Context: an optimization exercise on an open-source flow, tuned for small area, a short achievable clock period and few clock cycles. The choices shown serve that exercise and are no tape-out recipe. Where RTL was checked, it was by simulation tests only, not by an equivalence proof against the original. Only the layout flow was run in runs 2 and 3; the RTL was not checked for function there. No activity file was given, so power comes from the tool's default toggle rates.

==> flow/design.v (outline; a module is shown in full before it is edited, if it fits) <==
// module ssev_engine: 2130 lines
// module ssev_add23: 7 lines
// module ssev_sub: 7 lines
// module ssev_fa: 10 lines
// module ssev_ha: 9 lines
module ssev_engine (
    input  wire         clk,
    input  wire         rst,
    input  wire         cmd_valid,
    output wire         cmd_ready,
    input  wire [31:0]  cmd_word,
    input  wire [15:0]  cmd_width,
    input  wire [15:0]  cmd_height,
    input  wire         px_valid,
    output wire         px_ready,
    input  wire [127:0] px_src,
    input  wire [127:0] px_ref,
    output wire         res_valid,
    input  wire         res_ready,
    output wire [63:0]  res_sse,
    output wire [31:0]  res_sum,
    output wire [31:0]  res_var,
    output wire         res_err,
    output wire [2:0]   res_code
);
  // ...
==> flow/flow/run.sh <==
#!/bin/bash
set -e
export BUFFER_PORTS_ARGS="-buffer_cell sky130_fd_sc_hd__buf_1"
export SETUP_SLACK_MARGIN=21
export CTS_ARGS="-sink_clustering_enable -repair_clock_nets -dont_use_dummy_load"
bash standard.sh > standard.log 2>&1
==> flow/standard.sh <==
#!/bin/bash
# synth_recipe.tcl (not shown) runs the flow's synth.tcl, then flattens the netlist and writes it again
# the make line also repeats each setting of config.mk as NAME=value (left out here)
make -C /OpenROAD-flow-scripts/flow DESIGN_CONFIG=/design/flow/config.mk WORK_HOME=/design/flow/orfs CLKGATE_MAP_FILE= SYNTH_SCRIPT=/design/flow/synth_recipe.tcl "${@:-finish}"
==> flow/config.mk <==
export PLATFORM = sky130hd
export DESIGN_NAME = ssev_engine
export DESIGN_NICKNAME = ssev_engine
export VERILOG_FILES = /design/flow/design.v
export SDC_FILE = /design/flow/constraint.sdc
export NUM_CORES = 4
export LEC_CHECK = 0
export CAP_MARGIN = 20
export CORE_MARGIN = 2
export CORE_UTILIZATION = 55
export SLEW_MARGIN = 20
export SYNTH_HIERARCHICAL = 1
export SYNTH_MINIMUM_KEEP_SIZE = 0
==> flow/constraint.sdc <==
create_clock -name core_clock -period 28.0 [get_ports {clk}]
set_input_delay 5.6000 -clock core_clock [delete_from_list [all_inputs] [get_ports {clk}]]
set_output_delay 5.6000 -clock core_clock [all_outputs]
set_load 0.01 [all_outputs]
==> results_dict.tcl, run 1 <==
set metrics [dict create \
    hold_path.class "reg2reg" \
    yosys.area_share.simple_pct 18.6 \
    synth_top_area_cell "fa_1" \
    cp_max_fo 12 \
    fillers 7951 \
    pg_clk_uw 652 \
    largest-register "r_sse" \
    nFlopsAndLatches 491 \
    start_util_pct 55.6 \
    first_global_vias 37900 \
    final_cell_area_sq_um 55100 \
    min_to "acc_e[1]$_DFFE_PP_" \
    hold_viol 0 \
    largest_registers "r_sse: 48 flops, p_n: 32 flops" \
    tns_ns 0 \
    post-route-min-period_ns 6.94 \
    crit_type "reg2out" \
    worstSetupPathDepth 1 \
    hp-start "a_e[1]$_DFFE_PP_" \
    clockBufferDepth 3 \
    layout_common_cells "fa_1, and2_1, buf_1" \
    end_kind "output pin" \
    status "no timing/DRC/antenna violations" \
    powerDensity_nw_per_um2 64.1 \
    layoutNonFillerInstCount 6458 \
    synth-xor-area-share_pct 3.97 \
    met3_wirelength_microns 13700 \
    setup_ws_ns 21.06 \
]
Testbench counts, summed over its fixed seeds: cycles 46,547.
==> run 2: changes to the inputs <==
--- a/flow/design.v
+++ b/flow/design.v
@@ -98,17 +98,16 @@
     wire [3:0]  act_e     = sw ? p_e    : c_e;
     wire [3:0]  act_lo    = sw ? ld_lo  : c_lo;
     wire        act_last  = sw ? ld_last : (c_dec ? c_last2 : c_last1);
     wire        act_first = sw | c_first;
     wire px_fire  = px_rdy & px_valid;
     wire emit     = px_fire | tok_rdy;
     wire c_done   = emit & act_last;
     wire p_avail  = p_v & ~p_busy & ~sw;
-    wire sw_n     = (~act_v | c_done) & p_avail;
     reg         a_v;
     reg         a_clr;          
     reg         a_first;
     reg         a_last;
     reg  [1:0]  a_code;
     reg         a_var;
     reg  [3:0]  a_e;
     wire [15:0] lane_ok;
@@ -117,92 +116,124 @@
         for (g = 0; g < 16; g = g + 1) begin : lanes
             assign lane_ok[g] = ~act_last | (act_lo == 4'd0) | (act_lo > g);
         end
     endgenerate
     wire [8:0] a_d0_n;
     reg  [8:0] a_d0;
     wire [8:0] a_d0_s;
     ssev_sub u_sub0 (.s(px_src[7:0]), .r(px_ref[7:0]), .d(a_d0_s));
-    assign a_d0_n = a_d0_s & {9{px_fire & lane_ok[0]}};
+    wire a_en0;
+    ssev_and2 u_en0 (.a(px_valid), .b(px_rdy & lane_ok[0]), .y(a_en0));
+    assign a_d0_n = a_d0_s & {9{a_en0}};
     wire [8:0] a_d1_n;
     reg  [8:0] a_d1;
     wire [8:0] a_d1_s;
     ssev_sub u_sub1 (.s(px_src[15:8]), .r(px_ref[15:8]), .d(a_d1_s));
-    assign a_d1_n = a_d1_s & {9{px_fire & lane_ok[1]}};
+    wire a_en1;
+    ssev_and2 u_en1 (.a(px_valid), .b(px_rdy & lane_ok[1]), .y(a_en1));
+    assign a_d1_n = a_d1_s & {9{a_en1}};
     wire [8:0] a_d2_n;
     reg  [8:0] a_d2;
     wire [8:0] a_d2_s;
     ssev_sub u_sub2 (.s(px_src[23:16]), .r(px_ref[23:16]), .d(a_d2_s));
-    assign a_d2_n = a_d2_s & {9{px_fire & lane_ok[2]}};
+    wire a_en2;
+    ssev_and2 u_en2 (.a(px_valid), .b(px_rdy & lane_ok[2]), .y(a_en2));
+    assign a_d2_n = a_d2_s & {9{a_en2}};
     wire [8:0] a_d3_n;
     reg  [8:0] a_d3;
     wire [8:0] a_d3_s;
     ssev_sub u_sub3 (.s(px_src[31:24]), .r(px_ref[31:24]), .d(a_d3_s));
-    assign a_d3_n = a_d3_s & {9{px_fire & lane_ok[3]}};
+    wire a_en3;
+    ssev_and2 u_en3 (.a(px_valid), .b(px_rdy & lane_ok[3]), .y(a_en3));
+    assign a_d3_n = a_d3_s & {9{a_en3}};
     wire [8:0] a_d4_n;
     reg  [8:0] a_d4;
     wire [8:0] a_d4_s;
     ssev_sub u_sub4 (.s(px_src[39:32]), .r(px_ref[39:32]), .d(a_d4_s));
-    assign a_d4_n = a_d4_s & {9{px_fire & lane_ok[4]}};
+    wire a_en4;
+    ssev_and2 u_en4 (.a(px_valid), .b(px_rdy & lane_ok[4]), .y(a_en4));
+    assign a_d4_n = a_d4_s & {9{a_en4}};
     wire [8:0] a_d5_n;
     reg  [8:0] a_d5;
     wire [8:0] a_d5_s;
     ssev_sub u_sub5 (.s(px_src[47:40]), .r(px_ref[47:40]), .d(a_d5_s));
-    assign a_d5_n = a_d5_s & {9{px_fire & lane_ok[5]}};
+    wire a_en5;
+    ssev_and2 u_en5 (.a(px_valid), .b(px_rdy & lane_ok[5]), .y(a_en5));
+    assign a_d5_n = a_d5_s & {9{a_en5}};
     wire [8:0] a_d6_n;
     reg  [8:0] a_d6;
     wire [8:0] a_d6_s;
     ssev_sub u_sub6 (.s(px_src[55:48]), .r(px_ref[55:48]), .d(a_d6_s));
-    assign a_d6_n = a_d6_s & {9{px_fire & lane_ok[6]}};
+    wire a_en6;
+    ssev_and2 u_en6 (.a(px_valid), .b(px_rdy & lane_ok[6]), .y(a_en6));
+    assign a_d6_n = a_d6_s & {9{a_en6}};
     wire [8:0] a_d7_n;
     reg  [8:0] a_d7;
     wire [8:0] a_d7_s;
     ssev_sub u_sub7 (.s(px_src[63:56]), .r(px_ref[63:56]), .d(a_d7_s));
-    assign a_d7_n = a_d7_s & {9{px_fire & lane_ok[7]}};
+    wire a_en7;
+    ssev_and2 u_en7 (.a(px_valid), .b(px_rdy & lane_ok[7]), .y(a_en7));
+    assign a_d7_n = a_d7_s & {9{a_en7}};
     wire [8:0] a_d8_n;
     reg  [8:0] a_d8;
     wire [8:0] a_d8_s;
     ssev_sub u_sub8 (.s(px_src[71:64]), .r(px_ref[71:64]), .d(a_d8_s));
-    assign a_d8_n = a_d8_s & {9{px_fire & lane_ok[8]}};
+    wire a_en8;
+    ssev_and2 u_en8 (.a(px_valid), .b(px_rdy & lane_ok[8]), .y(a_en8));
+    assign a_d8_n = a_d8_s & {9{a_en8}};
     wire [8:0] a_d9_n;
     reg  [8:0] a_d9;
     wire [8:0] a_d9_s;
     ssev_sub u_sub9 (.s(px_src[79:72]), .r(px_ref[79:72]), .d(a_d9_s));
-    assign a_d9_n = a_d9_s & {9{px_fire & lane_ok[9]}};
+    wire a_en9;
+    ssev_and2 u_en9 (.a(px_valid), .b(px_rdy & lane_ok[9]), .y(a_en9));
+    assign a_d9_n = a_d9_s & {9{a_en9}};
     wire [8:0] a_d10_n;
     reg  [8:0] a_d10;
     wire [8:0] a_d10_s;
     ssev_sub u_sub10 (.s(px_src[87:80]), .r(px_ref[87:80]), .d(a_d10_s));
-    assign a_d10_n = a_d10_s & {9{px_fire & lane_ok[10]}};
+    wire a_en10;
+    ssev_and2 u_en10 (.a(px_valid), .b(px_rdy & lane_ok[10]), .y(a_en10));
+    assign a_d10_n = a_d10_s & {9{a_en10}};
     wire [8:0] a_d11_n;
     reg  [8:0] a_d11;
     wire [8:0] a_d11_s;
     ssev_sub u_sub11 (.s(px_src[95:88]), .r(px_ref[95:88]), .d(a_d11_s));
-    assign a_d11_n = a_d11_s & {9{px_fire & lane_ok[11]}};
+    wire a_en11;
+    ssev_and2 u_en11 (.a(px_valid), .b(px_rdy & lane_ok[11]), .y(a_en11));
+    assign a_d11_n = a_d11_s & {9{a_en11}};
     wire [8:0] a_d12_n;
     reg  [8:0] a_d12;
     wire [8:0] a_d12_s;
     ssev_sub u_sub12 (.s(px_src[103:96]), .r(px_ref[103:96]), .d(a_d12_s));
-    assign a_d12_n = a_d12_s & {9{px_fire & lane_ok[12]}};
+    wire a_en12;
+    ssev_and2 u_en12 (.a(px_valid), .b(px_rdy & lane_ok[12]), .y(a_en12));
+    assign a_d12_n = a_d12_s & {9{a_en12}};
     wire [8:0] a_d13_n;
     reg  [8:0] a_d13;
     wire [8:0] a_d13_s;
     ssev_sub u_sub13 (.s(px_src[111:104]), .r(px_ref[111:104]), .d(a_d13_s));
-    assign a_d13_n = a_d13_s & {9{px_fire & lane_ok[13]}};
+    wire a_en13;
+    ssev_and2 u_en13 (.a(px_valid), .b(px_rdy & lane_ok[13]), .y(a_en13));
+    assign a_d13_n = a_d13_s & {9{a_en13}};
     wire [8:0] a_d14_n;
     reg  [8:0] a_d14;
     wire [8:0] a_d14_s;
     ssev_sub u_sub14 (.s(px_src[119:112]), .r(px_ref[119:112]), .d(a_d14_s));
-    assign a_d14_n = a_d14_s & {9{px_fire & lane_ok[14]}};
+    wire a_en14;
+    ssev_and2 u_en14 (.a(px_valid), .b(px_rdy & lane_ok[14]), .y(a_en14));
+    assign a_d14_n = a_d14_s & {9{a_en14}};
     wire [8:0] a_d15_n;
     reg  [8:0] a_d15;
     wire [8:0] a_d15_s;
     ssev_sub u_sub15 (.s(px_src[127:120]), .r(px_ref[127:120]), .d(a_d15_s));
-    assign a_d15_n = a_d15_s & {9{px_fire & lane_ok[15]}};
+    wire a_en15;
+    ssev_and2 u_en15 (.a(px_valid), .b(px_rdy & lane_ok[15]), .y(a_en15));
+    assign a_d15_n = a_d15_s & {9{a_en15}};
     always @(posedge clk) begin
         a_d0 <= a_d0_n;
         a_d1 <= a_d1_n;
         a_d2 <= a_d2_n;
         a_d3 <= a_d3_n;
         a_d4 <= a_d4_n;
         a_d5 <= a_d5_n;
         a_d6 <= a_d6_n;
@@ -2026,23 +2057,34 @@
     wire        b_neg    = mul_ph & b_win[2] & ~(b_win[1] & b_win[0]);
     wire [25:0] m_ext    = {{3{r_sum[22]}}, r_sum};
     wire [25:0] b_mag    = b_two ? {m_ext[24:0], 1'b0} : (b_one ? m_ext : 26'd0);
     wire [31:0] alu_a    = fin_last ? r_sse[31:0] : {{8{r_ph[23]}}, r_ph};
     wire [31:0] alu_b    = fin_last ? ~{r_ph[9:0], r_pl[23:2]} : {{6{b_mag[25] ^ b_neg}}, b_mag ^ {26{b_neg}}};
     wire [31:0] alu      = alu_a + alu_b + {31'd0, fin_last | b_neg};
     wire [25:0] ph_sum   = alu[25:0];
     wire [31:0] fin_var  = alu;
-    wire       c_v_n      = act_v & ~c_done;
-    wire       act_v_n    = sw_n | c_v_n;
-    wire       act_first_n = sw_n | (act_first & ~emit);
-    wire [1:0] act_code_n = (sw | sw_n) ? p_code : c_code;
+    wire       sw_n1      = (~act_v | act_last) & p_avail;
+    wire       sw_n0      = ~act_v & p_avail;
+    wire       c_v_n1     = act_v & ~act_last;
+    wire       c_v_n0     = act_v;
+    wire       act_v_n1   = sw_n1 | c_v_n1;
+    wire       act_v_n0   = sw_n0 | c_v_n0;
+    wire       act_first_n1 = sw_n1;
+    wire       act_first_n0 = sw_n0 | act_first;
+    wire [1:0] act_code_n1 = (sw | sw_n1) ? p_code : c_code;
+    wire [1:0] act_code_n0 = (sw | sw_n0) ? p_code : c_code;
     wire       acc_done_n = (a_v & a_last) | (acc_done & ~hand);
     wire       r_idle_n   = ~hand & (r_idle | (r_out & res_ready));
-    wire       safe_n     = ~act_first_n | (~acc_done_n & (r_idle_n | ~c_done));
+    wire       safe_n1    = ~act_first_n1 | (~acc_done_n & (r_idle_n | ~act_last));
+    wire       safe_n0    = ~act_first_n0 | ~acc_done_n;
+    wire       px_rdy_n1  = act_v_n1 & (act_code_n1 == 2'd0) & safe_n1;
+    wire       px_rdy_n0  = act_v_n0 & (act_code_n0 == 2'd0) & safe_n0;
+    wire       tok_rdy_n1 = act_v_n1 & (act_code_n1 != 2'd0) & safe_n1;
+    wire       tok_rdy_n0 = act_v_n0 & (act_code_n0 != 2'd0) & safe_n0;
     wire       p_v_n      = ~sw & (p_v | cmd_valid);
     always @(posedge clk) begin
         if (!p_v) begin
             p_code <= dec_code;
             p_var  <= dec_var;
             p_s64  <= dec_s64;
             p_e    <= dec_e;
             p_busy <= dec_s64;
@@ -2110,36 +2152,43 @@
             r_idle   <= 1'b1;
             r_fin    <= 1'b0;
             r_out    <= 1'b0;
             px_rdy   <= 1'b0;
             tok_rdy  <= 1'b0;
         end else begin
             p_v      <= p_v_n;
             cmd_rdy  <= ~p_v_n;
-            c_v      <= c_v_n;
-            sw       <= sw_n;
+            c_v      <= emit ? c_v_n1 : c_v_n0;
+            sw       <= emit ? sw_n1 : sw_n0;
             a_v      <= emit;
             a_clr    <= emit & act_first;
             acc_done <= acc_done_n;
             r_idle   <= r_idle_n;
             r_fin    <= hand ? acc_var : (r_fin & ~fin_last);
             r_out    <= hand ? ~acc_var : ((r_out & ~res_ready) | (r_fin & fin_last));
-            px_rdy   <= act_v_n & (act_code_n == 2'd0) & safe_n;
-            tok_rdy  <= act_v_n & (act_code_n != 2'd0) & safe_n;
+            px_rdy   <= emit ? px_rdy_n1 : px_rdy_n0;
+            tok_rdy  <= emit ? tok_rdy_n1 : tok_rdy_n0;
         end
     end
 endmodule
 module ssev_add23 (
     input  wire [22:0] a,
     input  wire [22:0] b,
     output wire [22:0] y
 );
     assign y = a + b;
 endmodule
+module ssev_and2 (
+    input  wire a,
+    input  wire b,
+    output wire y
+);
+    assign y = a & b;
+endmodule
 module ssev_sub (
     input  wire [7:0] s,
     input  wire [7:0] r,
     output wire [8:0] d
 );
     assign d = {1'b0, s} - {1'b0, r};
 endmodule
 module ssev_fa (
==> flow/flow/run.sh (replaced) <==
#!/bin/bash
set -e
export BUFFER_PORTS_ARGS="-buffer_cell sky130_fd_sc_hd__buf_1"
export SETUP_SLACK_MARGIN=21
export CTS_ARGS="-sink_clustering_enable -repair_clock_nets -dont_use_dummy_load -sink_clustering_size 28 -sink_clustering_max_diameter 75"
bash standard.sh > standard.log 2>&1
==> run 2 against run 1 <==
  * Synthesized cell count is 0.66% higher
  * Clock-buffer cell count is 19 lower
  * Utilization is 0.32 points lower
  * Fmax is 0.15% lower
  * Setup slack worse by 0.011 ns
  * Highest routed layer unchanged
==> results_dict.tcl, run 2 <==
set metrics [dict create \
    end_kind "output pin" \
    hold_path.class "reg2reg" \
    synth_commonest_cells "fa_1, and2_1, nand2_1" \
    drcViolationCount 0 \
    firstDrtPassIters 6 \
    root_buffer "clkbuf_16" \
    maxSlewHeadroom_pct 23.7 \
    numCtsBuffers 40 \
    min_to "c_var$_DFFE_PP_" \
    mostFrequentLayoutCell "fa_1" \
    grt_pass1_wl_microns 233000 \
    synth_seq_area_share_pct 22.3 \
    die_area_sq_um 95200 \
    area_growth_pct 7.57 \
    post-route-min-period_ns 6.95 \
    fin_nets 6768 \
    die_h_microns 309 \
    detail_route.wl_per_cell_microns 23.8 \
    synth_top_area_share_pct 33.5 \
    synth_seq_cells 491 \
    rr_endpoint "acc1[10]$_DFF_P_" \
    layout_common_cells "fa_1, and2_1, buf_1" \
    ir_drop_mv 0.0551 \
    slew_viol_final 0 \
    ant_nets 0 \
    clockBufferDepth 3 \
    synth-main-ff-cell "dfxtp_1" \
    crit_path_top_delay_cell "edfxtp_1" \
    largest_reg_flops 48 \
    rsz0062_at_grt "no" \
    synth_cell_types 90 \
    synth-async-reset-ratio_pct 0 \
    first_global_vias 37800 \
    dp_hpwl_microns 125000 \
    hp-start "p_var$_SDFFCE_PP0N_" \
    max_stage_delay_ns 0.50 \
    clock-sinks 491 \
    cts_tree "done" \
    r2r_setup_slack_ns 21.47 \
    worstSetupPathDepth 1 \
    crit_type "reg2out" \
    tns_ns 0 \
    critical_path_required_ns 22.40 \
    reg2reg_depth 11 \
    overflow 0 \
    die_w_microns 309 \
    power.total_mw 3.39 \
    grtUsageTotal_pct 33.1 \
    gp_congestion 0.949 \
    fillers 8016 \
    synth_cells 4914 \
    powerDensity_nw_per_um2 61.8 \
    first_iter_violations 3111 \
    p_leak_nw 24.5 \
    h-tree-depth 2 \
    worst_setup_path_start_kind "flip-flop" \
    setup_viol 0 \
    largest-register "r_sse" \
    wl_microns 156000 \
    hold_viol 0 \
    drive_gt1_share_pct 3.00 \
    syn_area_sq_um 51000 \
    regArea_sq_um 11400 \
    r2r-start "a_d4[2]$_DFF_P_" \
    ys_warn_count 7 \
    core_area_sq_um 91800 \
    via_per_inst 5.77 \
    hold_depth 0 \
    cp_top_family "flip-flops" \
    boundaryPins 460 \
    start_util_pct 55.6 \
    syn_avg_cell_area_sq_um 10.4 \
    status "no timing/DRC/antenna violations" \
    largest_registers "r_sse: 48 flops, p_n: 32 flops" \
    grt_max_degree 74 \
    tightest_slew_ns 1.14 \
    synth.most_common_cell "fa_1" \
    synth_area_leaders "fa_1, dfxtp_1, edfxtp_1, and2_1, ha_1" \
    synth_edf_count 156 \
    clkSlewWorstSetupHoldPaths_ns 0.09 \
    cp_max_fo 4 \
    port-buffer-count 441 \
    fin_crit_sh_pct 24.8 \
    fp-row-count 111 \
    antenna_found_initial 14 \
    synth_top_area_cell "fa_1" \
    cp.arrival_ns 1.35 \
    clock_skew_ns 0.0884 \
    critPathBufInv 1 \
    multi_input_area_sq_um 37800 \
    worstPathCellList "buf_1" \
    clk_latency_ns 0.65 \
    vias 37700 \
    drv_cap 0 \
    timing.fmax_mhz 144 \
]
[run 2: cell count changes in the layout (fill, tap and decap cells not counted), moves of 12 or more]
cell	before	now
and2_1	605	658
nor2b_1	133	107
clkbuf_16	59	40
o21ai_0	104	118
a21oi_1	229	216
nor2_1	224	237
inv_1	305	293
[run 2: worst max path at each step]
stage                         endpoint              start  slack [ns]
2_1_floorplan          a_d0[6]$_DFF_P_          px_src[0]       21.04
3_3_place_gp   p_code[1]$_SDFFCE_PP0N_      cmd_height[0]       20.65
3_5_place_dp   p_code[1]$_SDFFCE_PP0N_      cmd_height[0]       20.68
4_1_cts                       px_ready  px_rdy$_SDFF_PP0_       20.99
5_1_grt                     res_var[1]  r_pl[1]$_DFFE_PP_       21.02
6_report                    res_var[1]  r_pl[1]$_DFFE_PP_       21.05
[run 2: Yosys stat by module (local to each module, per instance)]
| module | cell area, sq um | cells inside |
|---|---|---|
| ssev_engine | 26700 | 3014 |
| ssev_ha | 12.5 | 1 |
| ssev_and2 | 6.26 | 1 |
| ssev_fa | 20.0 | 1 |
| ssev_add23 | 1250 | 171 |
| ssev_sub | 368 | 53 |
[run 2: metrics by stage]
step	utilization [%]	setup WS (ns)	cells	hold WS (ns)	cell area, sq um
2_1_floorplan	-	21.04	4931	0.400	51100
3_3_place_gp	58.7	20.65	6495	0.401	53800
3_5_place_dp	58.7	20.68	6495	0.408	53800
4_1_cts	59.8	20.99	6536	0.410	54900
5_1_grt	59.8	21.02	6539	0.417	54900
6_report	59.8	21.05	6542	0.406	54900
[run 2: power by group]
part / switching [mW] / internal [mW]
clock: 0.260 / 0.252
combinational: 1.09 / 0.815
sequential: 0.0806 / 0.899
total: 1.43 / 1.96
[run 2: timing repair]
action | CTS | global route
setup endpoints to repair | 11 | 19
hold buffers | 0 | 0
resized for setup | 1 | 4
gates cloned | 0 | 0
setup buffers | 1 | 2
[run 2: cells by family after synthesis]
logic type / count (synthesis) / synth area share (%)
buf+inv: 464 / 3.72
xor+xnor: 225 / 3.86
fa+ha+maj: 1146 / 40.7
compound gates: 712 / 8.99
other cells: 1 / 0.00735
mux: 67 / 1.38
flops: 491 / 22.3
simple gates: 1808 / 19.1
[run 2: metal layers]
layer / part of all wire (%) / wire, microns / global-route usage (%)
met4: 2.9 / 4500 / 8.96
met5: 0.033 / 51 / 0
met2: 44 / 68900 / 50.7
met3: 10 / 15700 / 9.26
met1: 43 / 66700 / 46.4
[run 2: cell type report]
cell class | count | share of cell area (%)
multi-input cells | 3976 | 68.9
flip-flops and latches | 491 | 20.8
repair buffers | 478 | 3.52
well taps | 1243 | 2.83
inverters | 310 | 2.12
clock buffers | 40 | 1.82
diodes | 4 | 0.0182
==> run 3: changes to the inputs <==
==> flow/flow/run.sh (replaced) <==
#!/bin/bash
set -e
export BUFFER_PORTS_ARGS="-buffer_cell sky130_fd_sc_hd__buf_1"
export SETUP_SLACK_MARGIN=21
export CTS_ARGS="-sink_clustering_enable -repair_clock_nets -dont_use_dummy_load"
bash standard.sh > standard.log 2>&1
--- a/flow/config.mk
+++ b/flow/config.mk
@@ -7,7 +7,7 @@
 export LEC_CHECK = 0
 export CAP_MARGIN = 20
 export CORE_MARGIN = 2
-export CORE_UTILIZATION = 55
+export CORE_UTILIZATION = 65
 export SLEW_MARGIN = 20
 export SYNTH_HIERARCHICAL = 1
 export SYNTH_MINIMUM_KEEP_SIZE = 0
==> run 3 against run 2 <==
  * Still clean
  * Synthesized cell count unchanged
  * Hold slack better by 0.0091 ns
  * Utilization increased by 11 points
  * Combinational power hardly changed
  * Flip-flop and latch count unchanged
  * Clock-buffer cell count rose by 14
  * Critical path type unchanged
==> results_dict.tcl, run 3 <==
set metrics [dict create \
    synth-async-reset-ratio_pct 0 \
    drcViolationCount 0 \
    powerDensity_nw_per_um2 63.4 \
    intPower_mw 2.04 \
    clock-sinks 491 \
    slew_viol_final 0 \
    wl_microns 152000 \
    timing.fmax_mhz 144 \
    crit_path_top_delay_cell "edfxtp_1" \
    vias 38800 \
    synth.most_common_cell "fa_1" \
    comb_power_share_pct 54.2 \
    synth_top_area_share_pct 33.5 \
    cp.arrival_ns 1.35 \
    switchingPower_mw 1.44 \
    clkSlewWorstSetupHoldPaths_ns 0.06 \
    synth_seq_cells 491 \
    placed_area_sq_um 53500 \
    die_area_sq_um 80800 \
    synth_cells 4914 \
    core_area_sq_um 77600 \
    fp-row-count 102 \
    overflow 0 \
    cts_tree "done" \
    synth_cell_types 90 \
    seqPwrFrac_pct 28.2 \
    first_global_vias 39500 \
    worst_setup_path_start_kind "flip-flop" \
    p_clk_share_pct 17.6 \
    drv_cap 0 \
    p_leak_nw 24.6 \
    drive_gt1_share_pct 3.06 \
    tightest_slew_ns 1.14 \
    synth_commonest_cells "fa_1, and2_1, nand2_1" \
    post-place-ws_ns 20.80 \
    area_growth_pct 7.64 \
    rsz0062_at_grt "no" \
    grt_max_degree 78 \
    gp_congestion 1.00 \
    clockBufferDepth 3 \
    ant_nets 0 \
    synth_edf_count 156 \
    port-buffer-count 441 \
    numCtsBuffers 54 \
    hp-start "c_e[3]$_DFFE_PP_" \
    dp.cells 6284 \
    via_per_inst 6.11 \
    layoutNonFillerInstCount 6351 \
    synth_top_area_cell "fa_1" \
    antenna_found_initial 10 \
    worstPathCellList "buf_1" \
    hold_viol 0 \
    maxSlewHeadroom_pct 23.9 \
    synth_area_leaders "fa_1, dfxtp_1, edfxtp_1, and2_1, ha_1" \
    largest_reg_flops 48 \
    hold_path.class "reg2reg" \
    tns_ns 0 \
    end_kind "output pin" \
    largest-register "r_sse" \
    dp_hpwl_microns 119000 \
    ir_drop_mv 0.0613 \
    h-tree-depth 2 \
    synth_seq_area_share_pct 22.3 \
    ys_warn_count 7 \
    r2r-start "a_d3[4]$_DFF_P_" \
    layout_common_cells "fa_1, and2_1, buf_1" \
    critPathBufInv 1 \
    synth-main-ff-cell "dfxtp_1" \
    fin_crit_sh_pct 24.8 \
    syn_area_sq_um 51000 \
    setup_ws_ns 21.05 \
    critical_path_required_ns 22.40 \
    boundaryPins 460 \
    mostFrequentLayoutCell "fa_1" \
    setup_viol 0 \
    clock_skew_ns 0.0708 \
    crit_type "reg2out" \
    clk_latency_ns 0.63 \
    die_h_microns 284 \
    crit_start "r_sse[17]$_DFFE_PP_" \
    post-route-min-period_ns 6.95 \
    root_buffer "clkbuf_16" \
    fin_nets 6773 \
    largest_registers "r_sse: 48 flops, p_n: 32 flops" \
    status "no timing/DRC/antenna violations" \
    syn_avg_cell_area_sq_um 10.4 \
    die_w_microns 284 \
    cp_max_fo 2 \
    firstDrtPassIters 6 \
    max_stage_delay_ns 0.52 \
    final_cell_area_sq_um 54900 \
    grtUsageTotal_pct 37.9 \
    grt_pass1_wl_microns 231000 \
    cp_top_family "flip-flops" \
    detail_route.wl_per_cell_microns 23.9 \
    first_iter_violations 3315 \
    sw_frac_of_total_pct 41.3 \
    start_util_pct 65.8 \
]
run 3: routing by layer:
layer  global-route usage (%)  part of all wire, %
met3                     12.2                   12
met5                    0.476                0.087
met1                     51.2                   40
met4                     13.9                  4.1
met2                     57.5                   44
run 3: final timing paths:
check	end	slack, ns	cells past startpoint
worst max-delay path	res_sse[17]	21.05	1
worst min-delay path	acc_e[3]$_DFFE_PP_	0.42	0
worst max register to register	acc1[9]$_DFF_P_	21.56	11
worst min register to register	acc_e[3]$_DFFE_PP_	0.42	0
run 3: area by class of cell:
class / instances / area (sq um)
multi-input cells: 3976 / 37800
inverters: 310 / 1170
fillers: 6063 / 22700
flip-flops and latches: 491 / 11400
repair buffers: 469 / 1870
well taps: 1040 / 1300
diodes: 11 / 27.5
clock buffers: 54 / 1350
run 3: power by group through the flow:
stage | Sequential (mW) | Combinational (mW) | Clock (mW)
floorplan | 0.961 | 1.43 | 0
global placement | 0.991 | 1.81 | 0
detailed placement | 0.993 | 1.86 | 0
CTS | 0.979 | 1.87 | 0.619
global route | 0.991 | 2.12 | 0.646
finish | 0.981 | 1.89 | 0.613
run 3: kinds of logic (layout without fill, tap and decap cells):
logic type      after synthesis  count (layout)  share of synthesized area (%)
mux                          67              67                           1.38
buf+inv                     464             833                           3.72
fa+ha+maj                  1146            1146                           40.7
compound gates              712             712                           8.99
flops                       491             491                           22.3
simple gates               1808            1808                           19.1
xor+xnor                    225             225                           3.86
other cells                   1              29                        0.00735
run 3: stage by stage:
step / total power, mW / hold slack [ns] / util, %
floorplan: 2.39 / 0.400 / -
global placement: 2.80 / 0.401 / 69.0
detailed placement: 2.85 / 0.405 / 69.0
CTS: 3.47 / 0.418 / 70.7
global route: 3.76 / 0.427 / 70.8
finish: 3.48 / 0.415 / 70.8
run 3: repair_timing:
action                     in CTS  in global routing
hold buffers                    0                  0
gates cloned                    0                  0
setup endpoints to repair       1                 13
buffers inserted                0                  1
resized for setup               1                  2
run 3: Yosys stat by module (local to each module, per instance):
| module | cells inside | cell area, sq um | copies in the design | flip-flops and latches |
|---|---|---|---|---|
| ssev_ha | 1 | 12.5 | 33 | 0 |
| ssev_add23 | 171 | 1250 | 1 | 0 |
| ssev_fa | 1 | 20.0 | 832 | 0 |
| ssev_and2 | 1 | 6.26 | 16 | 0 |
| ssev_engine | 3014 | 26700 | 1 | 491 |
| ssev_sub | 53 | 368 | 16 | 0 |

-- re-timing with driven ports --
The flow's constraints put no driver on any port. The routed layouts listed below were extracted and timed again, unchanged, in two steps.
Step 1: set_driving_cell puts a clkbuf_16 on clk and a buf_2 on each other input, an assumption about the parent block.
Step 2 moves the port delays by t, midway between the first and last clock arrival at a register: inputs arrive t later, outputs are due t later. That takes back most of the time a late clock gives input paths.
a / b / c = ideal ports / drivers / drivers and shift; a / b = the first two.
| run | t (ns) | setup WS [ns] | hold slack, ns | worst data-port slew with drivers (ns) |
|---|---|---|---|---|
| run 1 | 0.699 | 21.062 / 20.990 / 20.470 | 0.417 / 0.417 / 0.417 | 0.08 |
| run 2 | 0.681 | 21.051 / 20.974 / 20.700 | 0.406 / 0.406 / 0.406 | 0.07 |
| run 3 | 0.665 | 21.049 / 20.977 / 20.782 | 0.415 / 0.415 / 0.415 | 0.07 |
After both steps every run listed still meets setup and hold. The setup slack of run 1, which loses most, moves by -0.072 ns with the drivers and by -0.592 ns with both steps.
